Source: an optimization exercise on an open RTL-to-GDS flow (aim: small area, a short achievable clock period and few clock cycles). Production flows keep margins and buffers that such runs may drop.
The RTL was checked by simulation tests, not by an equivalence proof against the original design.
Power is estimated from default activity; no workload was simulated.

==> flow/design.v <==
module chichi_engine (
    input  wire        clk,
    input  wire        rst,
    input  wire        bus_valid,
    input  wire        bus_we,
    input  wire [5:0]  bus_addr,
    input  wire [3:0]  bus_size,
    input  wire [63:0] bus_wdata,
    output wire [63:0] bus_rdata
);
    localparam [7:0] OP_NOP    = 8'h00, OP_LOAD  = 8'h01, OP_EXTR = 8'h02,
                     OP_GETB   = 8'h03, OP_SETB  = 8'h04, OP_XOR  = 8'h05,
                     OP_CHI    = 8'h10, OP_CHICHI = 8'h11, OP_LIN = 8'h18,
                     OP_TINJ   = 8'h20, OP_MERGE = 8'h21, OP_RND  = 8'h22,
                     OP_FRND   = 8'h23, OP_DEC   = 8'h24;
    localparam [7:0] E_RANGE        = 8'h01, E_WIDTH_MISMATCH = 8'h02,
                     E_BAD_WSEL     = 8'h04, E_BAD_ROUNDS     = 8'h05,
                     E_ILL_OPCODE   = 8'h10, E_ILL_REG        = 8'h11,
                     E_ILL_RESERVED = 8'h12, E_BUSY_WRITE     = 8'h20,
                     E_BUS_ACCESS   = 8'h21;
    localparam [2:0] A_CFG = 3'd0, A_STATUS = 3'd1, A_CMD = 3'd2,
                     A_DIN = 3'd3, A_DOUT = 3'd4;
    function automatic [39:0] chix40(input [39:0] x, input w40, input cc, input en);
        integer i;
        reg [39:0] y32, y40;
        begin
            for (i = 0; i < 40; i = i + 1)
                y40[i] = x[i] ^ (en & ~x[(i+1)%40] & x[(i+2)%40]);
            for (i = 0; i < 32; i = i + 1)
                y32[i] = x[i] ^ (en & ~x[(i+1)%32] & x[(i+2)%32]);
            y32[39:32] = y40[39:32];
            if (cc) begin
                y32[13] = x[16] ^ (~x[14] & x[0]);
                y32[14] = x[15] ^ (~x[0] & x[1]);
                y32[15] = ~x[13] ^ (~x[16] & ~x[17]);
                y32[16] = x[14] ^ (~x[17] & x[18]);
                y32[30] = x[30] ^ (~x[31] & x[15]);
                y32[31] = x[31] ^ (~x[15] & x[16]);
                y40[17] = x[20] ^ (~x[18] & x[0]);
                y40[18] = x[19] ^ (~x[0] & x[1]);
                y40[19] = ~x[17] ^ (~x[20] & ~x[21]);
                y40[20] = x[18] ^ (~x[21] & x[22]);
                y40[38] = x[38] ^ (~x[39] & x[19]);
                y40[39] = x[39] ^ (~x[19] & x[20]);
            end
            chix40 = w40 ? y40 : y32;
        end
    endfunction
    function automatic [63:0] chix64(input [63:0] x, input cc, input en);
        integer i;
        begin
            for (i = 0; i < 64; i = i + 1)
                chix64[i] = x[i] ^ (en & ~x[(i+1)%64] & x[(i+2)%64]);
            if (cc) begin
                chix64[29] = x[32] ^ (~x[30] & x[0]);
                chix64[30] = x[31] ^ (~x[0] & x[1]);
                chix64[31] = ~x[29] ^ (~x[32] & ~x[33]);
                chix64[32] = x[30] ^ (~x[33] & x[34]);
                chix64[62] = x[62] ^ (~x[63] & x[31]);
                chix64[63] = x[63] ^ (~x[31] & x[32]);
            end
        end
    endfunction
    function automatic [39:0] lin40w(input [39:0] x, input w40);
        integer i;
        reg [39:0] y32, y40;
        begin
            for (i = 0; i < 40; i = i + 1)
                y40[i] = x[(17*i+1)%40] ^ x[(17*i+9)%40] ^ x[(17*i+30)%40];
            for (i = 0; i < 32; i = i + 1)
                y32[i] = x[(11*i+5)%32] ^ x[(11*i+9)%32] ^ x[(11*i+12)%32];
            y32[39:32] = y40[39:32];
            lin40w = w40 ? y40 : y32;
        end
    endfunction
    function automatic [63:0] lin64(input [63:0] x);
        integer i;
        begin
            for (i = 0; i < 64; i = i + 1)
                lin64[i] = x[(3*i+1)%64] ^ x[(3*i+26)%64] ^ x[(3*i+50)%64];
        end
    endfunction
    function automatic [39:0] rotx(input [39:0] x, input w40, input v);
        reg [39:0] y;
        begin
            y = {v, x[39:1]};
            if (!w40) y[31] = v;
            rotx = y;
        end
    endfunction
    reg [39:0] x1_q, x2_q, x_q;      
    reg [63:0] t_q;                  
    reg [63:0] din_q, dout_q;
    reg [63:0] rdata_q;
    reg        wsel_q;               
    reg [7:0]  rounds_q;
    reg        err_q;
    reg [5:0]  errcode_q;            
    reg [31:0] errinfo_q;            
    reg        pend_q;               
    reg        zpend_q;              
    reg        first_q;              
    reg        exec_q;               
    reg        derr_q;               
    reg [5:0]  dcode_q;              
    reg        single_q;             
    reg [1:0]  vsel_q;               
    reg [6:0]  ra_q, rl_q;
    reg        rv_q;
    reg        ld1_q, ld2_q, ld3_q, ldt_q;       
    reg        xo1_q, xo2_q, xo3_q, mg3_q, zt_q;  
    reg        c1_q, c2_q, c3_q, ct_q;           
    reg        l1_q, l2_q, l3_q, lt_q;           
    reg        k1_q;                             
    reg        f3_q;                             
    reg        cap_q;                            
    reg        rot_q;                            
    reg [3:0]  rr_q;                             
    reg        rsetb_q;
    reg        m_cc_q, m_en_q, m_tcc_q;
    reg        xop_q;                
    reg        xrun_q;               
    reg        rsx_q;                
    reg        rchk_q;               
    reg        rng_q;                
    reg        drun_q;               
    reg        dlast_q;              
    reg [7:0]  rem_q;                
    reg        rrun_q;               
    reg [6:0]  k_q;                  
    reg        at_a_q;               
    reg        rlast_q;              
    wire       admitted = (bus_size == 4'd8) && (bus_addr[2:0] == 3'd0);
    wire [2:0] off      = bus_addr[5:3];
    wire       acc_wr   = bus_valid && bus_we;
    wire wr_cfg    = acc_wr && admitted && off == A_CFG;
    wire wr_status = acc_wr && admitted && off == A_STATUS;
    wire wr_cmd    = acc_wr && admitted && off == A_CMD;
    wire wr_din    = acc_wr && admitted && off == A_DIN;
    wire cfg_bad_wsel   = bus_wdata[1:0] > 2'd1;
    wire cfg_bad_rounds = bus_wdata[15:8] == 8'd0;
    reg        h_err;
    reg [5:0]  h_code;
    always @* begin
        h_err  = 1'b0;
        h_code = 6'd0;
        if (bus_valid && !admitted) begin
            h_err  = 1'b1;
            h_code = E_BUS_ACCESS[5:0];
        end else if ((wr_cfg || wr_cmd || wr_din) && pend_q) begin
            h_err  = 1'b1;
            h_code = E_BUSY_WRITE[5:0];
        end else if (wr_cfg && cfg_bad_wsel) begin
            h_err  = 1'b1;
            h_code = E_BAD_WSEL[5:0];
        end else if (wr_cfg && cfg_bad_rounds) begin
            h_err  = 1'b1;
            h_code = E_BAD_ROUNDS[5:0];
        end
    end
    wire cfg_apply = wr_cfg && !pend_q && !cfg_bad_wsel && !cfg_bad_rounds;
    wire cfg_zero  = cfg_apply && (bus_wdata[0] != wsel_q);
    wire cmd_take  = wr_cmd && !pend_q && !err_q;
    wire din_apply = wr_din && !pend_q;
    wire clr_err   = wr_status && bus_wdata[1];
    wire busy_wr   = (wr_cfg || wr_cmd || wr_din) && pend_q;
    wire info_en   = !err_q && bus_valid && (!pend_q || !admitted || busy_wr);
    wire [31:0] info_sel = !admitted ? {20'd0, bus_size, 2'b00, bus_addr} :
                           pend_q ? {26'd0, bus_addr} : bus_wdata[31:0];
    wire [31:0] nw  = bus_wdata[31:0];
    wire [7:0] n_op = nw[7:0];
    wire [2:0] n_rd = nw[10:8];
    wire [2:0] n_rs = nw[13:11];
    wire [6:0] n_a  = nw[22:16];
    wire [6:0] n_l  = nw[30:24];
    reg n_ok;
    always @* begin
        case (n_op)
            OP_NOP, OP_LOAD, OP_EXTR, OP_GETB, OP_SETB, OP_XOR,
            OP_CHI, OP_CHICHI, OP_LIN,
            OP_TINJ, OP_MERGE, OP_RND, OP_FRND, OP_DEC: n_ok = 1'b1;
            default: n_ok = 1'b0;
        endcase
    end
    wire n_load = n_op == OP_LOAD,  n_extr = n_op == OP_EXTR,   n_getb = n_op == OP_GETB;
    wire n_setb = n_op == OP_SETB,  n_xor  = n_op == OP_XOR,    n_chi  = n_op == OP_CHI;
    wire n_cc   = n_op == OP_CHICHI, n_lin = n_op == OP_LIN,    n_tinj = n_op == OP_TINJ;
    wire n_mrg  = n_op == OP_MERGE, n_rnd  = n_op == OP_RND,    n_frnd = n_op == OP_FRND;
    wire n_dec  = n_op == OP_DEC;
    wire n_uses_rd = n_load || n_setb || n_xor || n_chi || n_cc || n_lin;
    wire n_uses_rs = n_extr || n_getb || n_xor;
    wire [6:0] w_n   = wsel_q ? 7'd40 : 7'd32;
    wire [6:0] nrd_n = (n_rd == 3'd3) ? 7'd64 : w_n;
    wire [6:0] nrs_n = (n_rs == 3'd3) ? 7'd64 : w_n;
    reg        n_err;
    reg [5:0]  n_code;
    always @* begin
        n_err  = 1'b1;
        n_code = 6'd0;
        if ((nw[15:14] != 2'd0) || nw[31])
            n_code = E_ILL_RESERVED[5:0];
        else if (!n_ok)
            n_code = E_ILL_OPCODE[5:0];
        else if (n_uses_rd && n_rd > 3'd3)
            n_code = E_ILL_REG[5:0];
        else if (n_uses_rs && n_rs > 3'd3)
            n_code = E_ILL_REG[5:0];
        else if (n_xor && ((n_rd == 3'd3) != (n_rs == 3'd3)))
            n_code = E_WIDTH_MISMATCH[5:0];
        else if (n_extr && n_a == 7'd0 && n_l > nrs_n)
            n_code = E_RANGE[5:0];
        else if (n_extr && n_l == 7'd0 && n_a > nrs_n)
            n_code = E_RANGE[5:0];
        else if (n_getb && n_a >= nrs_n)
            n_code = E_RANGE[5:0];
        else if (n_setb && n_a >= nrd_n)
            n_code = E_RANGE[5:0];
        else
            n_err = 1'b0;
    end
    wire rounds_one = (rounds_q == 8'd1);
    wire n_t0 = n_rd[1:0] == 2'd0, n_t1 = n_rd[1:0] == 2'd1;
    wire n_t2 = n_rd[1:0] == 2'd2, n_t3 = n_rd[1:0] == 2'd3;
    wire n_ch = n_chi || n_cc;
    wire n_fin = n_frnd || (n_dec && rounds_one);      
    wire n_full = n_rnd || (n_dec && !rounds_one);     
    wire n_rot = n_setb || ((n_extr || n_getb) && n_a != 7'd0 && (n_getb || n_l != 7'd0));
    wire [1:0] n_rr = n_setb ? n_rd[1:0] : n_rs[1:0];
    wire fast_dec = cmd_take && n_dec && (nw[15:14] == 2'd0) && !nw[31] &&
                    !rounds_one && !zpend_q;
    wire exec    = exec_q;                           
    wire rnd_now = (exec && k1_q) || (drun_q && !dlast_q);
    wire fin_now = (exec && f3_q) || (drun_q && dlast_q);
    wire rot_now = rrun_q;
    wire [6:0] rs_n  = rr_q[3] ? 7'd64 : w_n;
    wire [7:0] r_end = {1'b0, ra_q} + {1'b0, rl_q};
    wire rng_err = rchk_q && rng_q;
    wire rot_go  = rchk_q && !rng_q;
    wire wrapv   = rsetb_q && at_a_q;
    wire cap_now = (exec && cap_q) || (rrun_q && !rsetb_q && at_a_q);
    wire step_done = (first_q && derr_q) || (exec && single_q) || rng_err || xrun_q ||
                     (drun_q && dlast_q) || (rrun_q && rlast_q);
    wire pend_next = pend_q && !step_done;
    wire [6:0] rw_m1 = rr_q[3] ? 7'd63 : wsel_q ? 7'd39 : 7'd31;
    reg [63:0] vrs;
    always @* begin
        case (vsel_q)
            2'd0: vrs = {24'd0, x1_q};
            2'd1: vrs = {24'd0, x2_q};
            2'd2: vrs = {24'd0, x_q};
            default: vrs = t_q;
        endcase
    end
    wire [39:0] c1  = chix40(x1_q, wsel_q, m_cc_q, m_en_q);
    wire [39:0] ln1 = lin40w(c1, wsel_q);
    wire [39:0] c2  = chix40(x2_q, wsel_q, m_cc_q, m_en_q);
    wire [39:0] ln2 = lin40w(c2, wsel_q);
    wire [63:0] ct  = chix64(t_q, m_tcc_q, m_en_q);
    wire [63:0] tn  = lin64(ct);
    wire [39:0] r_x1 = rotx(x1_q, wsel_q, wrapv ? rv_q : x1_q[0]);
    wire [39:0] r_x2 = rotx(x2_q, wsel_q, wrapv ? rv_q : x2_q[0]);
    wire [39:0] r_x  = rotx(x_q,  wsel_q, wrapv ? rv_q : x_q[0]);
    wire [63:0] r_t  = {wrapv ? rv_q : t_q[0], t_q[63:1]};
    reg [63:0] emask;
    integer mi;
    always @* begin
        for (mi = 0; mi < 64; mi = mi + 1)
            emask[mi] = (mi < rl_q);
    end
    wire [63:0] extr_val = vrs & emask;
    wire kt = !pend_q || rnd_now;                    
    wire s1_din = exec && ld1_q;
    wire s1_x   = exec && xo1_q;
    wire s1_c   = (exec && c1_q) || (drun_q && dlast_q);
    wire s1_rot = rot_now && rr_q[0];
    wire s1_ln  = !(s1_din || s1_x || s1_c || s1_rot);
    wire w1     = s1_din || s1_x || s1_c || s1_rot || (exec && l1_q) || rnd_now || fast_dec;
    wire [39:0] p1 = ({40{s1_ln}} & ln1) | ({40{s1_c}} & c1) | ({40{s1_din}} & din_q[39:0]) |
                     ({40{s1_x}} & x1_q) | ({40{s1_rot}} & r_x1);
    wire [39:0] q1 = ({40{kt}} & tn[39:0]) | ({40{s1_x}} & vrs[39:0]);
    wire s2_din = exec && ld2_q;
    wire s2_x   = exec && xo2_q;
    wire s2_c   = (exec && c2_q) || (drun_q && dlast_q);
    wire s2_rot = rot_now && rr_q[1];
    wire s2_sw  = (exec && xop_q) || xrun_q;
    wire s2_ln  = !(s2_din || s2_x || s2_c || s2_rot || s2_sw);
    wire w2     = s2_din || s2_x || s2_c || s2_rot || s2_sw || (exec && l2_q) || rnd_now || fast_dec;
    wire [39:0] p2 = ({40{s2_ln}} & ln2) | ({40{s2_c}} & c2) | ({40{s2_din}} & din_q[39:0]) |
                     ({40{s2_x}} & x2_q) | ({40{s2_rot}} & r_x2) | ({40{s2_sw}} & x_q);
    wire [39:0] q2 = ({40{kt}} & tn[39:0]) | ({40{s2_x}} & vrs[39:0]);
    wire s3_din = exec && ld3_q;
    wire s3_x   = exec && xo3_q;
    wire s3_m   = exec && mg3_q;
    wire s3_c   = xrun_q && c3_q;
    wire s3_l2  = xrun_q && l3_q;
    wire s3_sw  = exec && xop_q;
    wire s3_rot = rot_now && rr_q[2];
    wire s3_l1  = fin_now;
    wire w3     = s3_din || s3_x || s3_m || s3_c || s3_l2 || s3_rot || s3_l1 || s3_sw;
    wire [39:0] p3 = ({40{s3_l1}} & ln1) | ({40{s3_l2}} & ln2) | ({40{s3_c}} & c2) |
                     ({40{s3_din}} & din_q[39:0]) | ({40{s3_x}} & x_q) | ({40{s3_m}} & x1_q) |
                     ({40{s3_rot}} & r_x) | ({40{s3_sw}} & x2_q);
    wire [39:0] q3 = ({40{s3_x || s3_m}} & vrs[39:0]) | ({40{s3_l1}} & ln2);
    wire st_din = exec && ldt_q;
    wire st_z   = exec && zt_q;
    wire st_c   = exec && ct_q;
    wire st_rot = rot_now && rr_q[3];
    wire st_ln  = !(st_din || st_z || st_c || st_rot);
    wire wt     = st_din || st_z || st_c || st_rot || (exec && lt_q) || rnd_now || fast_dec;
    wire [63:0] pt = ({64{st_ln}} & tn) | ({64{st_c}} & ct) | ({64{st_din}} & din_q) |
                     ({64{st_rot}} & r_t);
    always @(posedge clk) begin
        if (rst || zpend_q) begin
            x1_q <= 40'd0;
            x2_q <= 40'd0;
            x_q  <= 40'd0;
        end else begin
            if (w1) x1_q <= p1 ^ q1;
            if (w2) x2_q <= p2 ^ q2;
            if (w3) x_q  <= p3 ^ q3;
        end
        if (rst)
            t_q <= 64'd0;
        else if (wt)
            t_q <= pt;
    end
    always @(posedge clk) begin
        if (rst) begin
            din_q    <= 64'd0;
            dout_q   <= 64'd0;
            wsel_q   <= 1'b0;
            rounds_q <= 8'd3;
            err_q    <= 1'b0;
            pend_q   <= 1'b0;
            zpend_q  <= 1'b0;
            first_q  <= 1'b0;
            exec_q   <= 1'b0;
            drun_q   <= 1'b0;
            rrun_q   <= 1'b0;
            m_cc_q   <= 1'b1;
            m_en_q   <= 1'b1;
            m_tcc_q  <= 1'b0;
            xrun_q   <= 1'b0;
            rchk_q   <= 1'b0;
        end else begin
            rng_q <= rsx_q && (r_end > {1'b0, rs_n});
            zpend_q <= cfg_zero;
            if (cfg_apply) begin
                wsel_q   <= bus_wdata[0];
                rounds_q <= bus_wdata[15:8];
            end
            if (din_apply)
                din_q <= bus_wdata;
            if (clr_err)
                err_q <= 1'b0;
            if (h_err && !err_q) begin
                err_q     <= 1'b1;
                errcode_q <= h_code;
            end
            if (info_en)
                errinfo_q <= info_sel;
            if (pend_q) begin
                pend_q  <= pend_next;
                first_q <= 1'b0;
                exec_q  <= 1'b0;
                xrun_q  <= exec && xop_q;
                rchk_q  <= exec && rot_q;
                if (!(exec && xop_q)) begin
                    m_cc_q  <= 1'b1;
                    m_en_q  <= 1'b1;
                    m_tcc_q <= 1'b0;
                end
                if (first_q && derr_q && !h_err) begin
                    err_q     <= 1'b1;
                    errcode_q <= dcode_q;
                end
                if (rng_err && !h_err && !err_q) begin
                    err_q     <= 1'b1;
                    errcode_q <= E_RANGE[5:0];
                end
                if (cap_now)
                    dout_q <= extr_val;
                if (exec && k1_q && !single_q) begin
                    drun_q  <= 1'b1;
                    rem_q   <= rounds_q - 8'd2;
                    dlast_q <= (rounds_q == 8'd2);
                end else if (drun_q) begin
                    if (dlast_q)
                        drun_q <= 1'b0;
                    rem_q   <= rem_q - 8'd1;
                    dlast_q <= (rem_q == 8'd1);
                end
                if (rot_go) begin
                    rrun_q  <= 1'b1;
                    k_q     <= 7'd0;
                    at_a_q  <= ra_q == 7'd0;
                    rlast_q <= 1'b0;
                end else if (rrun_q) begin
                    if (rlast_q)
                        rrun_q <= 1'b0;
                    k_q     <= k_q + 7'd1;
                    at_a_q  <= (k_q + 7'd1) == ra_q;
                    rlast_q <= (k_q + 7'd1) == rw_m1;
                end
            end
            if (cmd_take) begin
                pend_q   <= 1'b1;
                first_q  <= !fast_dec;
                exec_q   <= !n_err && !fast_dec;
                derr_q   <= n_err;
                dcode_q  <= n_code;
                single_q <= !n_rot && !(n_dec && !rounds_one) && !((n_ch || n_lin) && n_t2);
                xop_q    <= (n_ch || n_lin) && n_t2;
                rsx_q    <= n_extr;
                vsel_q   <= n_mrg ? 2'd1 : n_tinj ? 2'd3 : n_rs[1:0];
                ra_q     <= n_a;
                rv_q     <= nw[23];
                rl_q     <= n_getb ? 7'd1 : n_l;
                ld1_q    <= n_load && n_t0;
                ld2_q    <= n_load && n_t1;
                ld3_q    <= n_load && n_t2;
                ldt_q    <= n_load && n_t3;
                xo1_q    <= (n_xor && n_t0) || n_tinj;
                xo2_q    <= (n_xor && n_t1) || n_tinj;
                xo3_q    <= n_xor && n_t2;
                mg3_q    <= n_mrg;
                zt_q     <= n_xor && n_t3;
                c1_q     <= (n_ch && n_t0) || n_fin;
                c2_q     <= (n_ch && n_t1) || n_fin;
                c3_q     <= n_ch && n_t2;
                ct_q     <= n_ch && n_t3;
                l1_q     <= n_lin && n_t0;
                l2_q     <= n_lin && n_t1;
                l3_q     <= n_lin && n_t2;
                lt_q     <= n_lin && n_t3;
                k1_q     <= n_full;
                f3_q     <= n_fin;
                cap_q    <= (n_extr || n_getb) && !n_rot;
                rot_q    <= n_rot;
                rr_q     <= 4'b0001 << n_rr;
                rsetb_q  <= n_setb;
                m_cc_q   <= !(n_chi || n_lin);
                m_en_q   <= !n_lin;
                m_tcc_q  <= n_cc;
                if (fast_dec) begin
                    drun_q  <= 1'b1;
                    rem_q   <= rounds_q - 8'd2;
                    dlast_q <= (rounds_q == 8'd2);
                end
            end
        end
    end
    wire       err_n  = err_q || (first_q && derr_q) || rng_err;   
    wire [5:0] code_n = err_q ? errcode_q : derr_q ? dcode_q : E_RANGE[5:0];
    wire [63:0] status_word = {16'd0, err_n ? errinfo_q : 32'd0,
                               2'd0, err_n ? code_n : 6'd0, 6'd0, err_n, pend_next};
    wire [63:0] cfg_word    = {48'd0, rounds_q, 6'd0, 1'b0, wsel_q};
    reg [63:0] rdata_mux;
    always @* begin
        case (off)
            A_CFG:    rdata_mux = cfg_word;
            A_STATUS: rdata_mux = status_word;
            A_DIN:    rdata_mux = din_q;
            A_DOUT:   rdata_mux = dout_q;
            default:  rdata_mux = 64'd0;
        endcase
    end
    always @(posedge clk)
        rdata_q <= admitted ? rdata_mux : 64'd0;
    assign bus_rdata = rdata_q;
endmodule
==> flow/run.sh <==
#!/bin/bash
# synth_recipe.tcl (not shown) runs the flow's synth.tcl, then flattens the netlist and writes it again
# the make line also repeats each setting of config.mk as NAME=value (left out here)
make -C /OpenROAD-flow-scripts/flow DESIGN_CONFIG=/design/flow/config.mk WORK_HOME=/design/flow/orfs CLKGATE_MAP_FILE= SYNTH_SCRIPT=/design/flow/synth_recipe.tcl finish
==> flow/config.mk <==
export PLATFORM = sky130hd
export DESIGN_NAME = chichi_engine
export DESIGN_NICKNAME = chichi_engine
export VERILOG_FILES = /design/flow/design.v
export SDC_FILE = /design/flow/constraint.sdc
export NUM_CORES = 4
export LEC_CHECK = 0
export CAP_MARGIN = 20
export CORE_MARGIN = 2
export CORE_UTILIZATION = 35
export PLACE_DENSITY = 0.55
export SETUP_SLACK_MARGIN = 3.0
export SLEW_MARGIN = 20
==> flow/constraint.sdc <==
create_clock -name core_clock -period 6.0 [get_ports {clk}]
set_input_delay 1.2000 -clock core_clock [delete_from_list [all_inputs] [get_ports {clk}]]
set_output_delay 1.2000 -clock core_clock [all_outputs]
set_load 0.01 [all_outputs]
==> results.sh, run 1 <==
export IMPL_status="timing/DRC/antenna clean"
export IMPL_worstReg2RegStart="m_en_q"
export IMPL_r2r_slack_ps=2670
export IMPL_fmax_mhz=290
export IMPL_crit_type="in2reg"
export IMPL_grt_start_max_net_pins=88
export IMPL_r2r_end="x1_q[24]"
export IMPL_track_usage_pct=35.6
export IMPL_rsz0062_at_grt="yes"
export IMPL_finalSetupViolations=0
export IMPL_initial_utilization_pct=35.3
export IMPL_hpwl_um=137000
export IMPL_yosys_warnings=1
export IMPL_clk_path_buf_depth=3
export IMPL_crit_slowest_cell="or4_4"
export IMPL_io_pins=142
export IMPL_cts_root_buf="clkbuf_16"
export IMPL_crit_chain="buf_6, or4b_1, or4_4, or4_4, o21ai_4, buf_6, a211o_4, nand2_1, or4_1, o211ai_1"
export IMPL_clkLatencyLatePin_ps=740
export IMPL_critPathLaunchType="primary input"
export IMPL_cts_buffers=60
export IMPL_place_congestion=1.05
export IMPL_worstHoldEndpoint="dout_q[2]"
export IMPL_synthDistinctLibCells=86
export IMPL_synth_net_count=4638
export IMPL_area_delta_synth_final_pct=26.1
export IMPL_antenna_found_initial=10
export IMPL_grt_pass1_wl_um=280000
export IMPL_ys_ff_latch=504
export IMPL_seqPwrFrac_pct=45.5
export IMPL_setup_tns_ps=0
export IMPL_worst_pin_slew_ps=1120
export IMPL_synthFlopType="dfxtp_1"
export IMPL_maxCapViolations=0
export IMPL_drtPass1Iterations=12
export IMPL_num_rows=119
export IMPL_min_period_over_period_pct=57.4
export IMPL_clkTransAtPathRegs_ps=70
export IMPL_syn_inst=4536
export IMPL_ys_seq_area_share_pct=30.0
export IMPL_combPwrFrac_pct=3.6
export IMPL_path_buf_inv=2
export IMPL_crit_start="bus_addr[1]"
export IMPL_syn_area_sq_um=37200
export IMPL_period_needed_ps=3440
export IMPL_ant_nets=0
export IMPL_cts_sinks=504
export IMPL_fin_skew_ps=76.7
export IMPL_final_max_slew_viol_count=0
export IMPL_syn_area_per_cell_sq_um=8.20
export IMPL_async_flop_share_pct=0
export IMPL_min_from="dout_q[2]"
export IMPL_chipWidth_um=330
export IMPL_hold_viol_final=0
export IMPL_grt_pass1_vias=36800
export IMPL_arrival_ps=4040
export IMPL_worstPathMaxFanout=5
export IMPL_fin_ws_ps=2560
export IMPL_max_vdd_ir_drop_mv=0.243
export IMPL_overflow=0
export IMPL_clockPowerShare_pct=51.0
export IMPL_endpoint_kind="flop"
export IMPL_dr_first_iter_drc_count=7087
export IMPL_slew_headroom_pct=25.3
export IMPL_drc=0
export IMPL_postPlaceCellArea_sq_um=40100
export IMPL_die_y_um=330
export IMPL_intPower_uw=5760
export IMPL_coreArea_sq_um=105000
export IMPL_power_density_nw_per_um2=163
export IMPL_crit_required_ps=6600
export IMPL_hp_class="reg2reg"
export IMPL_vias=40700
export IMPL_rr_worst_depth=8
export IMPL_viasPerCell=6.67
export IMPL_fin_area_sq_um=46900
export IMPL_die_area_sq_um=109000
export IMPL_dp_slack_ps=1010
export IMPL_htree_num_levels=2
export IMPL_slowest_delay_ps=520
export IMPL_drive_gt1_share_pct=19.4
export IMPL_min_path_cells=2
export IMPL_swShare_pct=24.8
export IMPL_cp_top_family="simple AND/OR/NAND/NOR gates"
export IMPL_synth_edf_count=107
export IMPL_finalNetCount=4753
export IMPL_cts_tree="built"
export IMPL_wirelength_um=206000
export IMPL_p_sw_uw=1900
export IMPL_io_buffers=141
export IMPL_p_leak_uw=0.0160
export IMPL_wire_per_inst_um=33.7
==> synthesized netlist by cell type, drive strengths merged (12+ instances only) <==
cell type	n	area, sq um
o22ai	12	75.1
a22o	89	780
o211a	15	150
clkbuf	335	1260
mux2i	74	748
and2	66	413
nand2	546	2050
or2	14	87.6
nand4	13	81.3
mux2	23	259
a21oi	321	1610
dfxtp	397	7950
ha	23	288
o21ai	276	1390
o211ai	37	278
a222oi	78	781
nor4	18	113
nand3	70	350
a31oi	21	131
a211oi	110	826
xnor3	28	631
xnor2	344	3020
or3	12	75.1
nor3	92	460
inv	44	165
a22oi	157	1180
nor2b	27	169
and3	14	87.6
nand3b	141	1060
a21o	20	150
a32oi	29	254
nor2	332	1250
xor2	273	2390
o221ai	29	254
edfxtp	107	3210
a221oi	64	561
buf	85	388
mux4	35	788
nand2b	21	131
==> worst max-delay path by stage <==
stage	end	depth (start not counted)	slack, ps
2_1_floorplan	c1_q	5	2050
3_3_place_gp	x2_q[17]	10	1030
3_5_place_dp	x2_q[13]	10	1010
4_1_cts	x1_q[24]	10	2480
5_1_grt	x1_q[24]	9	2540
6_report	x1_q[24]	10	2560
==> routing by layer <==
metal / part of all wire, % / wire, um / vias up / track usage, %
li1: - / - / 16800 / -
met1: 37 / 75800 / 19700 / 45.6
met2: 41 / 84000 / 3361 / 51.0
met3: 14 / 29500 / 807 / 13.1
met4: 7.8 / 16100 / 12 / 20.5
met5: 0.064 / 131 / - / 0.478
==> timing repair <==
action | 4_1_cts | 5_1_grt
buffers inserted | 85 | 46
endpoints found under the setup margin | 448 | 352
pin swaps | 45 | 96
hold buffers | 0 | 0
gates cloned | 21 | 20
resized for setup | 279 | 400
==> worst register-to-register path: cells and delay by family (launching register included) <==
| kind | cells | cell delay (ps) |
|---|---|---|
| simple gates | 2 | 760 |
| buf+inv | 1 | 360 |
| flops | 1 | 380 |
| xor+xnor | 3 | 1280 |
| compound gates | 2 | 480 |
==> power groups by stage <==
stage	logic (uW)	registers (uW)	clock network (uW)
after global routing	284	3480	4030
after global placement	242	3560	0
after detailed placement	243	3560	0
final	274	3480	3900
after CTS	253	3480	3900
after floorplan	113	3550	0
==> stage by stage <==
stage	utilization (%)	cells	power [uW]	hold WS, ps
floorplan	-	4536	3670	431
global placement	38.1	5808	3800	437
detailed placement	38.1	5808	3800	443
CTS	42.2	6028	7640	452
global route	44.5	6095	7790	469
finish	44.5	6102	7660	450
==> final cells by class <==
class	count	area (sq um)
Antenna cell	8	20.0
Clock buffer	84	1660
Clock inverter	30	364
Fill cell	10500	58500
Inverter	44	165
Multi-Input combinational cell	3572	26600
Sequential cell	504	11200
Tap cell	1391	1740
Timing Repair Buffer	469	5150
==> cell families (layout without fill, tap and decap cells) <==
| group | Yosys count | in the layout | share of synthesized area (%) |
|---|---|---|---|
| compound gates | 1362 | 1362 | 25.1 |
| flops | 504 | 504 | 30.0 |
| mux | 132 | 132 | 4.83 |
| xor+xnor | 651 | 651 | 16.6 |
| simple gates | 1398 | 1402 | 17.7 |
| buf+inv | 464 | 627 | 4.87 |
| fa+ha+maj | 25 | 25 | 0.854 |
| other cells | 0 | 8 | 0 |
==> cell usage in the layout (no fill, tap or decap), types with 141 or more instances in the layout <==
cell and instances:
nand2_1 514, dfxtp_1 381, xnor2_1 334, a21oi_1 300, nor2_1 262, xor2_1 239
o21ai_0 230, buf_4 212, a22oi_1 153, nand3b_1 141
==> registers in the layout, summed over array words and instances, names as in the netlist, 3 cells and up <==
| name | flops |
|---|---|
| dcode_q | 3 |
| din_q | 64 |
| dout_q | 64 |
| errcode_q | 6 |
| errinfo_q | 32 |
| k_q | 7 |
| ra_q | 7 |
| rdata_q | 64 |
| rem_q | 8 |
| rl_q | 7 |
| rounds_q | 8 |
| rr_q | 4 |
| t_q | 64 |
| x1_q | 40 |
| x2_q | 40 |
| x_q | 40 |
Testbench counts, summed over its fixed seeds: cycles 48,016.
==> inputs of run 2 (changes only) <==
--- a/flow/design.v
+++ b/flow/design.v
@@ -123,3 +123,5 @@
     reg        rsx_q;                
+    reg        rwt_q;                
     reg        rchk_q;               
+    reg [7:0]  rsum_q;               
     reg        rng_q;                
@@ -230,3 +232,3 @@
                     !rounds_one && !zpend_q;
-    wire exec    = exec_q;                           
+    wire exec    = exec_q && !derr_q;                
     wire rnd_now = (exec && k1_q) || (drun_q && !dlast_q);
@@ -270,3 +272,7 @@
     wire [63:0] extr_val = vrs & emask;
-    wire kt = !pend_q || rnd_now;                    
+    wire clr_x  = rst || zpend_q;
+    wire hot    = rnd_now || fast_dec;               
+    wire hot_x  = hot && !clr_x;
+    wire hot_t  = hot && !rst;
+    wire hot_3  = fin_now && !clr_x;                 
     wire s1_din = exec && ld1_q;
@@ -275,7 +281,8 @@
     wire s1_rot = rot_now && rr_q[0];
-    wire s1_ln  = !(s1_din || s1_x || s1_c || s1_rot);
-    wire w1     = s1_din || s1_x || s1_c || s1_rot || (exec && l1_q) || rnd_now || fast_dec;
-    wire [39:0] p1 = ({40{s1_ln}} & ln1) | ({40{s1_c}} & c1) | ({40{s1_din}} & din_q[39:0]) |
-                     ({40{s1_x}} & x1_q) | ({40{s1_rot}} & r_x1);
-    wire [39:0] q1 = ({40{kt}} & tn[39:0]) | ({40{s1_x}} & vrs[39:0]);
+    wire s1_l   = exec && l1_q;
+    wire s1_h   = !(s1_din || s1_x || s1_c || s1_rot || s1_l);
+    wire [39:0] x1_cold = ({40{s1_l}} & ln1) | ({40{s1_c}} & c1) | ({40{s1_din}} & din_q[39:0]) |
+                          ({40{s1_rot}} & r_x1) |
+                          (({40{s1_x || s1_h}} & x1_q) ^ ({40{s1_x}} & vrs[39:0]));
+    wire [39:0] x1_nxt = hot_x ? (ln1 ^ tn[39:0]) : clr_x ? 40'd0 : x1_cold;
     wire s2_din = exec && ld2_q;
@@ -285,7 +292,8 @@
     wire s2_sw  = (exec && xop_q) || xrun_q;
-    wire s2_ln  = !(s2_din || s2_x || s2_c || s2_rot || s2_sw);
-    wire w2     = s2_din || s2_x || s2_c || s2_rot || s2_sw || (exec && l2_q) || rnd_now || fast_dec;
-    wire [39:0] p2 = ({40{s2_ln}} & ln2) | ({40{s2_c}} & c2) | ({40{s2_din}} & din_q[39:0]) |
-                     ({40{s2_x}} & x2_q) | ({40{s2_rot}} & r_x2) | ({40{s2_sw}} & x_q);
-    wire [39:0] q2 = ({40{kt}} & tn[39:0]) | ({40{s2_x}} & vrs[39:0]);
+    wire s2_l   = exec && l2_q;
+    wire s2_h   = !(s2_din || s2_x || s2_c || s2_rot || s2_sw || s2_l);
+    wire [39:0] x2_cold = ({40{s2_l}} & ln2) | ({40{s2_c}} & c2) | ({40{s2_din}} & din_q[39:0]) |
+                          ({40{s2_rot}} & r_x2) | ({40{s2_sw}} & x_q) |
+                          (({40{s2_x || s2_h}} & x2_q) ^ ({40{s2_x}} & vrs[39:0]));
+    wire [39:0] x2_nxt = hot_x ? (ln2 ^ tn[39:0]) : clr_x ? 40'd0 : x2_cold;
     wire s3_din = exec && ld3_q;
@@ -297,8 +305,8 @@
     wire s3_rot = rot_now && rr_q[2];
-    wire s3_l1  = fin_now;
-    wire w3     = s3_din || s3_x || s3_m || s3_c || s3_l2 || s3_rot || s3_l1 || s3_sw;
-    wire [39:0] p3 = ({40{s3_l1}} & ln1) | ({40{s3_l2}} & ln2) | ({40{s3_c}} & c2) |
-                     ({40{s3_din}} & din_q[39:0]) | ({40{s3_x}} & x_q) | ({40{s3_m}} & x1_q) |
-                     ({40{s3_rot}} & r_x) | ({40{s3_sw}} & x2_q);
-    wire [39:0] q3 = ({40{s3_x || s3_m}} & vrs[39:0]) | ({40{s3_l1}} & ln2);
+    wire s3_h   = !(s3_din || s3_x || s3_m || s3_c || s3_l2 || s3_sw || s3_rot);
+    wire [39:0] x_cold = ({40{s3_l2}} & ln2) | ({40{s3_c}} & c2) | ({40{s3_din}} & din_q[39:0]) |
+                         ({40{s3_rot}} & r_x) | ({40{s3_sw}} & x2_q) |
+                         (({40{s3_x || s3_h}} & x_q) ^ ({40{s3_m}} & x1_q) ^
+                          ({40{s3_x || s3_m}} & vrs[39:0]));
+    wire [39:0] x_nxt = hot_3 ? (ln1 ^ ln2) : clr_x ? 40'd0 : x_cold;
     wire st_din = exec && ldt_q;
@@ -307,20 +315,12 @@
     wire st_rot = rot_now && rr_q[3];
-    wire st_ln  = !(st_din || st_z || st_c || st_rot);
-    wire wt     = st_din || st_z || st_c || st_rot || (exec && lt_q) || rnd_now || fast_dec;
-    wire [63:0] pt = ({64{st_ln}} & tn) | ({64{st_c}} & ct) | ({64{st_din}} & din_q) |
-                     ({64{st_rot}} & r_t);
+    wire st_l   = exec && lt_q;
+    wire st_h   = !(st_din || st_z || st_c || st_rot || st_l);
+    wire [63:0] t_cold = ({64{st_l}} & tn) | ({64{st_c}} & ct) | ({64{st_din}} & din_q) |
+                         ({64{st_rot}} & r_t) | ({64{st_h}} & t_q);
+    wire [63:0] t_nxt = hot_t ? tn : rst ? 64'd0 : t_cold;
     always @(posedge clk) begin
-        if (rst || zpend_q) begin
-            x1_q <= 40'd0;
-            x2_q <= 40'd0;
-            x_q  <= 40'd0;
-        end else begin
-            if (w1) x1_q <= p1 ^ q1;
-            if (w2) x2_q <= p2 ^ q2;
-            if (w3) x_q  <= p3 ^ q3;
-        end
-        if (rst)
-            t_q <= 64'd0;
-        else if (wt)
-            t_q <= pt;
+        x1_q <= x1_nxt;
+        x2_q <= x2_nxt;
+        x_q  <= x_nxt;
+        t_q  <= t_nxt;
     end
@@ -344,4 +344,6 @@
             rchk_q   <= 1'b0;
+            rwt_q    <= 1'b0;
         end else begin
-            rng_q <= rsx_q && (r_end > {1'b0, rs_n});
+            rsum_q <= r_end;
+            rng_q  <= rsx_q && (rsum_q > {1'b0, rs_n});
             zpend_q <= cfg_zero;
@@ -366,3 +368,4 @@
                 xrun_q  <= exec && xop_q;
-                rchk_q  <= exec && rot_q;
+                rwt_q   <= exec && rot_q;
+                rchk_q  <= rwt_q;
                 if (!(exec && xop_q)) begin
@@ -383,5 +386,3 @@
                 if (exec && k1_q && !single_q) begin
-                    drun_q  <= 1'b1;
-                    rem_q   <= rounds_q - 8'd2;
-                    dlast_q <= (rounds_q == 8'd2);
+                    drun_q  <= 1'b1;         
                 end else if (drun_q) begin
@@ -408,3 +409,12 @@
                 first_q  <= !fast_dec;
-                exec_q   <= !n_err && !fast_dec;
+                exec_q   <= !fast_dec;
+                m_cc_q   <= !(n_chi || n_lin);
+                m_en_q   <= !n_lin;
+                m_tcc_q  <= n_cc;
+                if (fast_dec)
+                    drun_q <= 1'b1;
+            end
+            if (!pend_q) begin
+                rem_q    <= rounds_q - 8'd2;
+                dlast_q  <= (rounds_q == 8'd2);
                 derr_q   <= n_err;
@@ -441,10 +451,2 @@
                 rsetb_q  <= n_setb;
-                m_cc_q   <= !(n_chi || n_lin);
-                m_en_q   <= !n_lin;
-                m_tcc_q  <= n_cc;
-                if (fast_dec) begin
-                    drun_q  <= 1'b1;
-                    rem_q   <= rounds_q - 8'd2;
-                    dlast_q <= (rounds_q == 8'd2);
-                end
             end
==> flow/flow/run.sh (new file) <==
#!/bin/bash
# Own layout flow: the standard ORFS flow (standard.sh, all steps from
# synthesis to finish) with a config that also marks slow wide OR/NOR cells
# don't-use (see flow/dont_use.txt), so that synthesis maps the bus decode
# with faster gates. Everything else, including the clock period, SDC, the
# synthesis script and the power grid, is the standard flow's.
set -euo pipefail
cd "$(dirname "$0")/.."
cp config.mk config_own.mk
printf 'export DONT_USE_CELLS = %s\n' "$(tr '\n' ' ' < flow/dont_use.txt)" >> config_own.mk
sed "s|DESIGN_CONFIG=[^ ]*|DESIGN_CONFIG=$PWD/config_own.mk|" standard.sh > standard_own.sh
bash standard_own.sh finish > flow_make.log 2>&1
test -s out/final.def
==> flow/flow/dont_use.txt (new file) <==
sky130_fd_sc_hd__or4_1
sky130_fd_sc_hd__or4_2
sky130_fd_sc_hd__or4_4
sky130_fd_sc_hd__or4b_1
sky130_fd_sc_hd__or4b_2
sky130_fd_sc_hd__or4b_4
sky130_fd_sc_hd__or4bb_1
sky130_fd_sc_hd__or4bb_2
sky130_fd_sc_hd__or4bb_4
sky130_fd_sc_hd__or3_1
sky130_fd_sc_hd__or3_2
sky130_fd_sc_hd__or3_4
sky130_fd_sc_hd__or3b_1
sky130_fd_sc_hd__or3b_2
sky130_fd_sc_hd__or3b_4
sky130_fd_sc_hd__nor4_1
sky130_fd_sc_hd__nor4_2
sky130_fd_sc_hd__nor4_4
sky130_fd_sc_hd__nor4b_1
sky130_fd_sc_hd__nor4b_2
sky130_fd_sc_hd__nor4b_4
sky130_fd_sc_hd__nor4bb_1
sky130_fd_sc_hd__nor4bb_2
sky130_fd_sc_hd__nor4bb_4
sky130_fd_sc_hd__clkdlybuf4s15_1
sky130_fd_sc_hd__clkdlybuf4s15_2
sky130_fd_sc_hd__clkdlybuf4s18_1
sky130_fd_sc_hd__clkdlybuf4s18_2
sky130_fd_sc_hd__clkdlybuf4s25_1
sky130_fd_sc_hd__clkdlybuf4s25_2
sky130_fd_sc_hd__clkdlybuf4s50_1
sky130_fd_sc_hd__clkdlybuf4s50_2
sky130_fd_sc_hd__dlygate4sd1_1
sky130_fd_sc_hd__dlygate4sd2_1
sky130_fd_sc_hd__dlygate4sd3_1
sky130_fd_sc_hd__dlymetal6s2s_1
sky130_fd_sc_hd__dlymetal6s4s_1
sky130_fd_sc_hd__dlymetal6s6s_1
==> flow/standard.sh (new file) <==
#!/bin/bash
# synth_recipe.tcl (not shown) runs the flow's synth.tcl, then flattens the netlist and writes it again
# the make line also repeats each setting of config.mk as NAME=value (left out here)
make -C /OpenROAD-flow-scripts/flow DESIGN_CONFIG=/design/flow/config.mk WORK_HOME=/design/flow/orfs CLKGATE_MAP_FILE= SYNTH_SCRIPT=/design/flow/synth_recipe.tcl "${@:-finish}"
--- a/flow/config.mk
+++ b/flow/config.mk
@@ -9,5 +9,5 @@
 export CORE_MARGIN = 2
-export CORE_UTILIZATION = 35
-export PLACE_DENSITY = 0.55
-export SETUP_SLACK_MARGIN = 3.0
+export CORE_UTILIZATION = 38
+export PLACE_DENSITY = 0.58
+export SETUP_SLACK_MARGIN = 3.25
 export SLEW_MARGIN = 20
removed: flow/run.sh
==> results.sh, run 2 <==
export IMPL_ys_seq_area_share_pct=31.2
export IMPL_crit_required_ps=6560
export IMPL_rsz0062_at_grt="yes"
export IMPL_setup_tns_ps=0
export IMPL_syn_area_sq_um=36600
export IMPL_cts_tree="built"
export IMPL_antenna_found_initial=14
export IMPL_fmax_mhz=351
export IMPL_syn_area_per_cell_sq_um=8.39
export IMPL_io_buffers=141
export IMPL_maxCapViolations=0
export IMPL_ys_ff_latch=512
export IMPL_status="timing/DRC/antenna clean"
export IMPL_final_max_slew_viol_count=0
export IMPL_layout_common_cells="nand2_1, dfxtp_1, xnor2_1"
export IMPL_synth_top_area_share_pct=21.7
export IMPL_synthDistinctLibCells=89
export IMPL_clk_path_buf_depth=3
export IMPL_fin_ws_ps=3150
export IMPL_area_delta_synth_final_pct=21.0
export IMPL_min_period_over_period_pct=47.4
export IMPL_crit_chain="buf_4, nand3b_1, xor2_1, xor2_1, xnor2_2, o21ai_0, mux2i_1, o21ai_1"
export IMPL_critPathLaunchType="flop"
export IMPL_rr_worst_depth=8
export IMPL_yosys_warnings=1
export IMPL_synth_area_leaders="dfxtp_1, xnor2_1, edfxtp_1"
export IMPL_hpwl_um=125000
export IMPL_synth_edf_count=115
export IMPL_fin_skew_ps=32.3
export IMPL_slew_headroom_pct=21.4
export IMPL_final_common_cell="nand2_1"
export IMPL_cts_root_buf="clkbuf_16"
export IMPL_async_flop_share_pct=0
export IMPL_worst_pin_slew_ps=1180
export IMPL_min_path_cells=2
export IMPL_power_density_nw_per_um2=180
export IMPL_cts_sinks=512
export IMPL_synthTopCellsByCount="nand2_1, xnor2_1, dfxtp_1"
export IMPL_worstPathMaxFanout=12
export IMPL_hp_class="reg2reg"
export IMPL_syn_inst=4364
export IMPL_clkLatencyLatePin_ps=690
export IMPL_drtPass1Iterations=14
export IMPL_max_vdd_ir_drop_mv=0.215
export IMPL_finalNetCount=4637
export IMPL_hold_viol_final=0
export IMPL_r2r_slack_ps=3150
export IMPL_finalSetupViolations=0
export IMPL_vias=39700
export IMPL_grt_pass1_vias=35700
export IMPL_die_y_um=314
export IMPL_cp_common_cell="xor2_1"
export IMPL_yosys_area_top_type="dfxtp_1"
export IMPL_coreArea_sq_um=95200
export IMPL_endpoint_kind="flop"
export IMPL_initial_utilization_pct=38.5
export IMPL_ant_nets=0
export IMPL_whs_ps=454
export IMPL_drc=0
export IMPL_crit_slowest_cell="xnor2_2"
export IMPL_postLayoutCoreUtil_pct=46.6
export IMPL_p_leak_uw=0.0141
export IMPL_io_pins=142
export IMPL_num_rows=113
export IMPL_overflow=0
export IMPL_slowest_delay_ps=570
export IMPL_synthFlopType="dfxtp_1"
export IMPL_place_congestion=1.07
export IMPL_die_area_sq_um=98800
export IMPL_grt_pass1_wl_um=266000
export IMPL_dp_slack_ps=1730
export IMPL_grt_start_max_net_pins=89
export IMPL_crit_type="reg2reg"
export IMPL_track_usage_pct=37.3
export IMPL_wirelength_um=194000
export IMPL_drive_gt1_share_pct=16.4
export IMPL_period_needed_ps=2850
export IMPL_viasPerCell=6.77
export IMPL_arrival_ps=3400
export IMPL_synth_net_count=4467
export IMPL_dr_first_iter_drc_count=7521
export IMPL_cts_buffers=59
export IMPL_clkTransAtPathRegs_ps=70
export IMPL_htree_num_levels=2
export IMPL_placed_cells=5466
export IMPL_wire_per_inst_um=33.2
export IMPL_chipWidth_um=314
export IMPL_stdcell_count=5856
export IMPL_synth_most_common_cell="nand2_1"
[run 2: area by class of cell]
class	count	area (sq um)
fillers	9264	50900
multi-input cells	3429	25800
flip-flops and latches	512	11400
repair buffers	495	3250
clock buffers	82	1770
well taps	1265	1580
clock inverters	28	303
inverters	36	139
diodes	8	20.0
repair inverters	1	5.00
[run 2: power breakdown]
part / internal (uW) / switching (uW) / total, uW / leakage, uW
clock network: 2240 / 1710 / 3950 / 0.00102
registers: 3570 / 53.7 / 3620 / 0.00429
logic: 115 / 299 / 414 / 0.00877
[run 2: path summary, 6_finish.rpt]
| check | to | from |
|---|---|---|
| hold reg to reg | dout_q[2] | dout_q[2] |
| hold / removal | dout_q[2] | dout_q[2] |
| setup reg to reg | x2_q[21] | m_en_q |
| setup / recovery | x2_q[21] | m_en_q |
[run 2: metrics by stage]
step	power (uW)	area, sq um
after floorplan	3900	37100
after global placement	4060	37900
after detailed placement	4060	37900
after CTS	7940	42700
after global routing	8120	44300
final	7990	44300
[run 2: kinds of logic after synthesis]
| group | count (synthesis) | share of synthesized area [%] |
|---|---|---|
| simple gates | 1327 | 16.8 |
| flops | 512 | 31.2 |
| mux | 137 | 5.43 |
| xor+xnor | 695 | 17.7 |
| fa+ha+maj | 26 | 0.903 |
| compound gates | 1231 | 23.1 |
| buf+inv | 436 | 4.85 |
[run 2: critical path: cells and delay by family (launching register included)]
family,cells,cell delay (ps)
xor+xnor,3,1200
buf+inv,1,380
compound gates,2,260
mux,1,150
simple gates,1,250
flops,1,450
[run 2: timing repair]
| item | 4_1_cts | 5_1_grt |
|---|---|---|
| setup endpoints to repair | 382 | 315 |
| cloned | 13 | 6 |
| hold buffers | 0 | 0 |
| resized for setup | 271 | 161 |
| pin swaps | 37 | 41 |
| setup buffers | 134 | 118 |
[run 2: layer usage]
| layer | wire length, um | track usage, % | vias to the layer above |
|---|---|---|---|
| met5 | 396 | 1.31 | - |
| met4 | 17800 | 25.4 | 16 |
| met3 | 31700 | 17.9 | 982 |
| met2 | 77500 | 52.8 | 3526 |
| met1 | 66700 | 44.4 | 19000 |
| li1 | - | - | 16200 |
Testbench counts of run 2, summed over its fixed seeds: cycles 48,016.
==> inputs of run 3 (changes only) <==
--- a/flow/design.v
+++ b/flow/design.v
@@ -119,3 +119,3 @@
     reg        rsetb_q;
-    reg        m_cc_q, m_en_q, m_tcc_q;
+    reg        m_cc_q, m_en1_q, m_en2_q, m_ent_q, m_tcc_q;    
     reg        xop_q;                
@@ -255,7 +255,7 @@
     end
-    wire [39:0] c1  = chix40(x1_q, wsel_q, m_cc_q, m_en_q);
+    wire [39:0] c1  = chix40(x1_q, wsel_q, m_cc_q, m_en1_q);
     wire [39:0] ln1 = lin40w(c1, wsel_q);
-    wire [39:0] c2  = chix40(x2_q, wsel_q, m_cc_q, m_en_q);
+    wire [39:0] c2  = chix40(x2_q, wsel_q, m_cc_q, m_en2_q);
     wire [39:0] ln2 = lin40w(c2, wsel_q);
-    wire [63:0] ct  = chix64(t_q, m_tcc_q, m_en_q);
+    wire [63:0] ct  = chix64(t_q, m_tcc_q, m_ent_q);
     wire [63:0] tn  = lin64(ct);
@@ -308,4 +308,4 @@
                          ({40{s3_rot}} & r_x) | ({40{s3_sw}} & x2_q) |
-                         (({40{s3_x || s3_h}} & x_q) ^ ({40{s3_m}} & x1_q) ^
-                          ({40{s3_x || s3_m}} & vrs[39:0]));
+                         ({40{s3_h}} & x_q) |
+                         (({40{s3_x}} & x_q | {40{s3_m}} & x1_q) ^ ({40{s3_x || s3_m}} & vrs[39:0]));
     wire [39:0] x_nxt = hot_3 ? (ln1 ^ ln2) : clr_x ? 40'd0 : x_cold;
@@ -340,3 +340,5 @@
             m_cc_q   <= 1'b1;
-            m_en_q   <= 1'b1;
+            m_en1_q  <= 1'b1;
+            m_en2_q  <= 1'b1;
+            m_ent_q  <= 1'b1;
             m_tcc_q  <= 1'b0;
@@ -372,3 +374,5 @@
                     m_cc_q  <= 1'b1;
-                    m_en_q  <= 1'b1;
+                    m_en1_q <= 1'b1;
+                    m_en2_q <= 1'b1;
+                    m_ent_q <= 1'b1;
                     m_tcc_q <= 1'b0;
@@ -411,3 +415,5 @@
                 m_cc_q   <= !(n_chi || n_lin);
-                m_en_q   <= !n_lin;
+                m_en1_q  <= !(n_lin && n_t0);
+                m_en2_q  <= !(n_lin && (n_t1 || n_t2));
+                m_ent_q  <= !(n_lin && n_t3);
                 m_tcc_q  <= n_cc;
--- a/flow/config.mk
+++ b/flow/config.mk
@@ -11,3 +11,3 @@
 export PLACE_DENSITY = 0.58
-export SETUP_SLACK_MARGIN = 3.25
+export SETUP_SLACK_MARGIN = 3.3
 export SLEW_MARGIN = 20
==> results.sh, run 3 <==
export IMPL_maxCapViolations=0
export IMPL_fillers=9648
export IMPL_p_leak_uw=0.0148
export IMPL_area_delta_synth_final_pct=21.3
export IMPL_multi_input_area_sq_um=27300
export IMPL_slew_headroom_pct=15.7
export IMPL_ys_ff_latch=514
export IMPL_period_needed_ps=2850
export IMPL_drive_gt1_share_pct=20.6
export IMPL_overflow=0
export IMPL_critPathLaunchType="flop"
export IMPL_fmax_mhz=351
export IMPL_synth_top_family_by_area="compound AO/OA/AOI/OAI gates"
export IMPL_clkTransAtPathRegs_ps=70
export IMPL_crit_type="reg2reg"
export IMPL_synth_edf_count=115
export IMPL_cts_tree="built"
export IMPL_routed_top_layer="met5"
export IMPL_hp_class="reg2reg"
export IMPL_seqPwrFrac_pct=41.9
export IMPL_min_period_over_period_pct=47.5
export IMPL_synth_top_area_share_pct=20.8
export IMPL_swShare_pct=28.5
export IMPL_yosys_area_share_simple_pct=15.3
export IMPL_antenna_found_initial=29
export IMPL_crit_required_ps=6550
export IMPL_holdBufCountCts=0
export IMPL_drtPass1Iterations=15
export IMPL_viasPerCell=6.96
export IMPL_cts_buffers=61
export IMPL_synthMuxAreaShare_pct=6.69
export IMPL_synth_compound_area_share_pct=26.2
export IMPL_io_buffers=141
export IMPL_grt_pass1_wl_um=287000
export IMPL_grt_start_max_net_pins=80
export IMPL_wirelength_um=213000
export IMPL_power_density_nw_per_um2=188
export IMPL_ys_seq_area_share_pct=29.8
export IMPL_num_rows=116
export IMPL_syn_area_per_cell_sq_um=8.55
export IMPL_synth_most_common_cell="nand2_1"
export IMPL_synthDistinctLibCells=103
export IMPL_hold_viol_final=0
export IMPL_finalNetCount=4828
export IMPL_whs_ps=457
export IMPL_drc=0
export IMPL_finalSetupViolations=0
export IMPL_p_sw_uw=2480
export IMPL_syn_area_sq_um=38300
export IMPL_status="timing/DRC/antenna clean"
export IMPL_coreArea_sq_um=100000
export IMPL_yosys_warnings=1
export IMPL_seq_area_sq_um=11500
export IMPL_fin_skew_ps=28.7
export IMPL_ant_nets=0
export IMPL_met3_length_um=33200
export IMPL_synth_net_count=4591
export IMPL_wl_met2_um=84300
export IMPL_syn_inst=4484
export IMPL_cts_root_buf="clkbuf_16"
export IMPL_cts_sinks=514
export IMPL_synth_xor_area_share_pct=15.7
export IMPL_worst_pin_slew_ps=1260
export IMPL_io_pins=142
export IMPL_endpoint_kind="flop"
export IMPL_final_max_slew_viol_count=0
export IMPL_synthTopCellsByCount="nand2_1, dfxtp_1, xnor2_1"
export IMPL_synth_adder_area_share_pct=0.966
export IMPL_initial_utilization_pct=38.3
export IMPL_wire_per_inst_um=34.9
export IMPL_layout_common_cells="nand2_1, dfxtp_1, nor2_1"
export IMPL_htree_num_levels=2
export IMPL_final_common_cell="nand2_1"
export IMPL_chipWidth_um=322
export IMPL_vias=42400
export IMPL_power_uw=8720
export IMPL_grt_pass1_vias=37400
export IMPL_clockPowerShare_pct=47.8
export IMPL_die_y_um=322
export IMPL_clkLatencyLatePin_ps=710
export IMPL_track_usage_pct=38.7
export IMPL_yosys_area_top_type="dfxtp_1"
export IMPL_clk_path_buf_depth=3
export IMPL_setup_tns_ps=0
export IMPL_worstPathMaxFanout=6
export IMPL_rsz0062_at_grt="yes"
export IMPL_hpwl_um=141000
export IMPL_wl_met1_um=75600
export IMPL_async_flop_share_pct=0
export IMPL_max_vdd_ir_drop_mv=0.240
export IMPL_synth_area_leaders="dfxtp_1, edfxtp_1, xnor2_1"
export IMPL_dr_first_iter_drc_count=8285
export IMPL_arrival_ps=3400
export IMPL_synthFlopType="dfxtp_1"
export IMPL_intPower_uw=6240
export IMPL_combPwrFrac_pct=10.3
export IMPL_place_congestion=1.07
export IMPL_die_area_sq_um=103000
## run 3: changes by cell type after synthesis, sizes merged, moves of 43 or more
cell	change
a21oi	+87
buf	+64
clkbuf	-51
mux2	+66
nand3	-44
o22ai	+54
xor2	-43
## run 3: routing by layer
layer / up-vias / GRT usage [%]
li1: 17100 / -
met1: 20200 / 47.2
met2: 3953 / 54.1
met3: 1133 / 17.6
met4: 24 / 26.0
met5: - / 0.709
## run 3: cell type report
class                      instances  area share, %
sequential                       514           24.7
clock inverter                    39           1.11
inverter                          38          0.315
antenna                           29          0.156
timing repair buffer             570           7.98
tap                             1298           3.49
multi-input combinational       3536           58.6
clock buffer                      75           3.59
## run 3: what timing repair did
item,in CTS,in global routing
buffers inserted,151,152
cloned,11,11
setup endpoints to repair,390,247
gates resized for setup,284,176
pin swaps,31,53
hold endpoints to repair,0,0
## run 3: final timing paths
kind,from,to,slack [ps],cells past startpoint
hold / removal,dout_q[46],dout_q[46],460,2
hold reg to reg,dout_q[46],dout_q[46],460,2
setup reg to reg,t_q[8],x2_q[15],3150,8
setup / recovery,t_q[8],x2_q[15],3150,8
## run 3: critical path, cell delays in order (launching register included)
cell and delay [ps]:
dfxtp_1 710, nand3b_1 200, xor2_1 420, xor2_1 250, xnor2_4 410, clkbuf_2 340, nor2_1 100, a22oi_1 140
o21ai_1 120
## run 3: cell families (layout without fill, tap and decap cells)
| group | Yosys count | after routing |
|---|---|---|
| buffers and inverters | 451 | 722 |
| DFF | 514 | 514 |
| other | 0 | 29 |
| xor gates and xnor gates | 619 | 619 |
| adders and majority gates | 29 | 29 |
| AOI/OAI and AO/OA | 1425 | 1429 |
| and+or+nand+nor | 1256 | 1269 |
| muxes | 190 | 190 |
## run 3: stage by stage
step	cell area [sq um]	utilization, %	cells	setup WS (ps)
floorplan	38900	-	4484	3170
global placement	39700	39.7	5630	1510
detailed placement	39700	39.7	5631	1410
CTS	44500	44.5	5907	3190
global route	46400	46.4	6072	3120
finish	46500	46.5	6099	3150
## run 3: power groups by stage
stage / Combinational, uW / Clock (uW) / Sequential [uW]
2_1_floorplan: 515 / 0 / 3670
3_3_place_gp: 735 / 0 / 3720
3_5_place_dp: 735 / 0 / 3730
4_1_cts: 812 / 4150 / 3650
5_1_grt: 912 / 4290 / 3650
6_report: 900 / 4170 / 3650
Testbench counts of run 3, summed over its fixed seeds: cycles 48,016.
==> inputs of run 4 (changes only) <==
--- a/flow/design.v
+++ b/flow/design.v
@@ -102,3 +102,2 @@
     reg        first_q;              
-    reg        exec_q;               
     reg        derr_q;               
@@ -232,3 +231,3 @@
                     !rounds_one && !zpend_q;
-    wire exec    = exec_q && !derr_q;                
+    wire exec    = first_q && !derr_q;               
     wire rnd_now = (exec && k1_q) || (drun_q && !dlast_q);
@@ -336,3 +335,2 @@
             first_q  <= 1'b0;
-            exec_q   <= 1'b0;
             drun_q   <= 1'b0;
@@ -368,3 +366,2 @@
                 first_q <= 1'b0;
-                exec_q  <= 1'b0;
                 xrun_q  <= exec && xop_q;
@@ -413,3 +410,2 @@
                 first_q  <= !fast_dec;
-                exec_q   <= !fast_dec;
                 m_cc_q   <= !(n_chi || n_lin);
--- a/flow/config.mk
+++ b/flow/config.mk
@@ -11,3 +11,3 @@
 export PLACE_DENSITY = 0.58
-export SETUP_SLACK_MARGIN = 3.3
+export SETUP_SLACK_MARGIN = 3.25
 export SLEW_MARGIN = 20
==> results.sh, run 4 <==
export IMPL_synthTopCellsByCount="nand2_1, dfxtp_1, xnor2_1"
export IMPL_ys_ff_latch=514
export IMPL_fin_ws_ps=3160
export IMPL_grt_start_max_net_pins=78
export IMPL_clkTransAtPathRegs_ps=60
export IMPL_cts_buffers=59
export IMPL_maxCapViolations=0
export IMPL_clk_path_buf_depth=3
export IMPL_synth_edf_count=115
export IMPL_coreArea_sq_um=98600
export IMPL_hpwl_um=138000
export IMPL_power_uw=10900
export IMPL_die_y_um=320
export IMPL_r2r_slack_ps=3160
export IMPL_syn_inst=4370
export IMPL_drive_gt1_share_pct=18.0
export IMPL_power_density_nw_per_um2=245
export IMPL_antenna_found_initial=21
export IMPL_overflow=0
export IMPL_seq_area_sq_um=11500
export IMPL_arrival_ps=3400
export IMPL_hp_class="reg2reg"
export IMPL_crit_start="x2_q[0]"
export IMPL_finalNetCount=4604
export IMPL_syn_area_sq_um=37900
export IMPL_die_area_sq_um=102000
export IMPL_slew_headroom_pct=21.9
export IMPL_layout_common_cells="nand2_1, dfxtp_1, nor2_1"
export IMPL_fmax_mhz=352
export IMPL_syn_area_per_cell_sq_um=8.66
export IMPL_synth_top_area_share_pct=21.1
export IMPL_io_buffers=141
export IMPL_htree_num_levels=2
export IMPL_place_congestion=1.06
export IMPL_crit_type="reg2reg"
export IMPL_wire_per_inst_um=34.6
export IMPL_fillers=9530
export IMPL_final_max_slew_viol_count=0
export IMPL_fin_area_sq_um=44700
export IMPL_drc=0
export IMPL_period_needed_ps=2840
export IMPL_worstReg2RegStart="x2_q[0]"
export IMPL_synth_most_common_cell="nand2_1"
export IMPL_setup_tns_ps=0
export IMPL_finalSetupViolations=0
export IMPL_grt_pass1_wl_um=277000
export IMPL_rsz0062_at_grt="yes"
export IMPL_vias=40900
export IMPL_min_period_over_period_pct=47.4
export IMPL_endpoint_kind="flop"
export IMPL_worst_pin_slew_ps=1170
export IMPL_cts_sinks=514
export IMPL_fin_skew_ps=54.0
export IMPL_worstPathMaxFanout=9
export IMPL_max_vdd_ir_drop_mv=0.268
export IMPL_ys_seq_area_share_pct=30.2
export IMPL_r2r_end="x_q[24]"
export IMPL_area_delta_synth_final_pct=18.1
export IMPL_synthFlopType="dfxtp_1"
export IMPL_rr_worst_depth=8
export IMPL_holdBufCountCts=0
export IMPL_num_rows=115
export IMPL_wirelength_um=202000
export IMPL_dp_slack_ps=1630
export IMPL_min_path_cells=2
export IMPL_synthDistinctLibCells=102
export IMPL_initial_utilization_pct=38.4
export IMPL_chipWidth_um=320
export IMPL_io_pins=142
export IMPL_p_leak_uw=0.0141
export IMPL_track_usage_pct=37.3
export IMPL_cp_endpoint="x_q[24]"
export IMPL_critPathLaunchType="flop"
export IMPL_synth_net_count=4477
export IMPL_async_flop_share_pct=0
export IMPL_multi_input_area_sq_um=26400
export IMPL_ant_nets=0
export IMPL_final_common_cell="nand2_1"
export IMPL_viasPerCell=7.00
export IMPL_status="timing/DRC/antenna clean"
export IMPL_cts_tree="built"
export IMPL_synth_area_leaders="dfxtp_1, edfxtp_1, xnor2_1"
export IMPL_yosys_warnings=1
export IMPL_dr_first_iter_drc_count=8370
export IMPL_clkLatencyLatePin_ps=690
export IMPL_whs_ps=455
export IMPL_hold_viol_final=0
export IMPL_drtPass1Iterations=14
export IMPL_yosys_area_top_type="dfxtp_1"
export IMPL_grt_pass1_vias=36900
export IMPL_crit_required_ps=6550
export IMPL_cts_root_buf="clkbuf_16"
export IMPL_postPlaceCellArea_sq_um=39000
==> run 4: cell count changes after synthesis, moves of 32 or more <==
| cell | previous run | this run |
|---|---|---|
| a21oi_1 | 322 | 272 |
| mux2_2 | 69 | 37 |
| a22oi_1 | 112 | 72 |
| nand3_1 | 55 | 121 |
| o22ai_1 | 79 | 115 |
| o21ai_0 | 245 | 149 |
| nand2_1 | 522 | 444 |
| o221ai_1 | 90 | 55 |
==> run 4: worst min path at each step <==
stage	start	end	slack, ps
final	dout_q[2]	dout_q[2]	460
after CTS	dout_q[1]	dout_q[1]	450
after floorplan	dout_q[47]	dout_q[47]	430
after detailed placement	dout_q[1]	dout_q[1]	450
after global placement	dout_q[4]	dout_q[4]	440
after global routing	dout_q[45]	dout_q[45]	470
==> run 4: timing repair <==
item                                    in CTS  in global routing
pin swaps                                   36                 39
setup buffers                              111                 97
hold endpoints to repair                     0                  0
gates cloned                                10                  5
resized for setup                          258                139
endpoints found under the setup margin     359                270
==> run 4: logic make-up after synthesis <==
family	Yosys count	share of synthesized area [%]
AO/OA/AOI/OAI	1298	25.3
multiplexers	167	6.08
AND/OR/NAND/NOR	1290	16.3
flip-flops	514	30.2
XOR/XNOR	621	15.9
adder cells (fa/ha/maj)	30	1.00
buffers and inverters	450	5.23
==> run 4: area by class of cell <==
class | instances | area share [%]
multi-input combinational | 3416 | 59.1
sequential | 514 | 25.7
timing repair buffer | 472 | 6.69
tap | 1287 | 3.60
clock buffer | 67 | 3.44
clock inverter | 42 | 1.12
inverter | 34 | 0.286
antenna | 12 | 0.0672
==> run 4: worst max-delay path, stage by stage, from the launching register on <==
cell	delay (ps)
dfxtp_2	560
buf_1	470
nand4b_1	160
a22o_2	390
xor2_1	280
mux2i_4	110
xor2_2	210
a2111oi_0	440
o22ai_1	120
==> run 4: routing by layer <==
metal / up-vias / global-route usage (%) / share of wire, %
met5: - / 2.13 / 0.35
met4: 34 / 24.5 / 8.5
met3: 1075 / 16.8 / 17
met2: 3715 / 52.3 / 40
met1: 19600 / 45.6 / 35
li1: 16500 / - / -
==> run 4: where the power goes <==
part	switching, uW	internal (uW)	total (uW)
clock	1730	2200	3930
combinational	1950	1210	3160
sequential	239	3620	3860
total	3910	7030	10900
==> run 4: stage by stage <==
| stage | std cells | util (%) |
|---|---|---|
| 6_report | 5844 | 45.3 |
| 5_1_grt | 5832 | 45.3 |
| 4_1_cts | 5730 | 44.0 |
| 3_5_place_dp | 5500 | 39.6 |
| 3_3_place_gp | 5500 | 39.6 |
| 2_1_floorplan | 4370 | - |
Testbench counts of run 4, summed over its fixed seeds: cycles 48,016.

re-timing with driven ports:
In the flow no input, the clock included, has a driving cell. The finished layouts below were timed again as built, in two steps.
Step 1 (the two cells are an assumption about what drives the block):
set clk [get_ports {clk}]
set_driving_cell -lib_cell sky130_fd_sc_hd__clkbuf_16 $clk
set_driving_cell -lib_cell sky130_fd_sc_hd__buf_2 [delete_from_list [all_inputs] $clk]
Step 2, shift: input delay + t, output delay - t, t = (earliest + latest rising clock arrival at the registers) / 2. This alone moves slack from input paths to output paths.
Slacks: no drivers / after step 1 / after step 2; pairs: no drivers / after step 1.
run | shift t [ns] | slack for setup (ns) | hold slack, ns | worst setup path after step 2 | worst data-port slew with drivers (ns)
run 1 | 0.775 | 2.557 / 2.603 / 1.828 | 0.450 / 0.450 / 0.450 | input to register | 0.07
run 2 | 0.748 | 3.154 / 3.154 / 2.523 | 0.454 / 0.454 / 0.454 | input to register | 0.07
run 3 | 0.774 | 3.153 / 3.153 / 2.511 | 0.457 / 0.457 / 0.457 | input to register | 0.06
run 4 | 0.740 | 3.156 / 3.156 / 2.570 | 0.455 / 0.455 / 0.455 | input to register | 0.06
After both steps setup and hold are still met in every run listed. The setup slack of run 1, which loses most, moves by +0.046 ns with the drivers and by -0.729 ns with both steps.
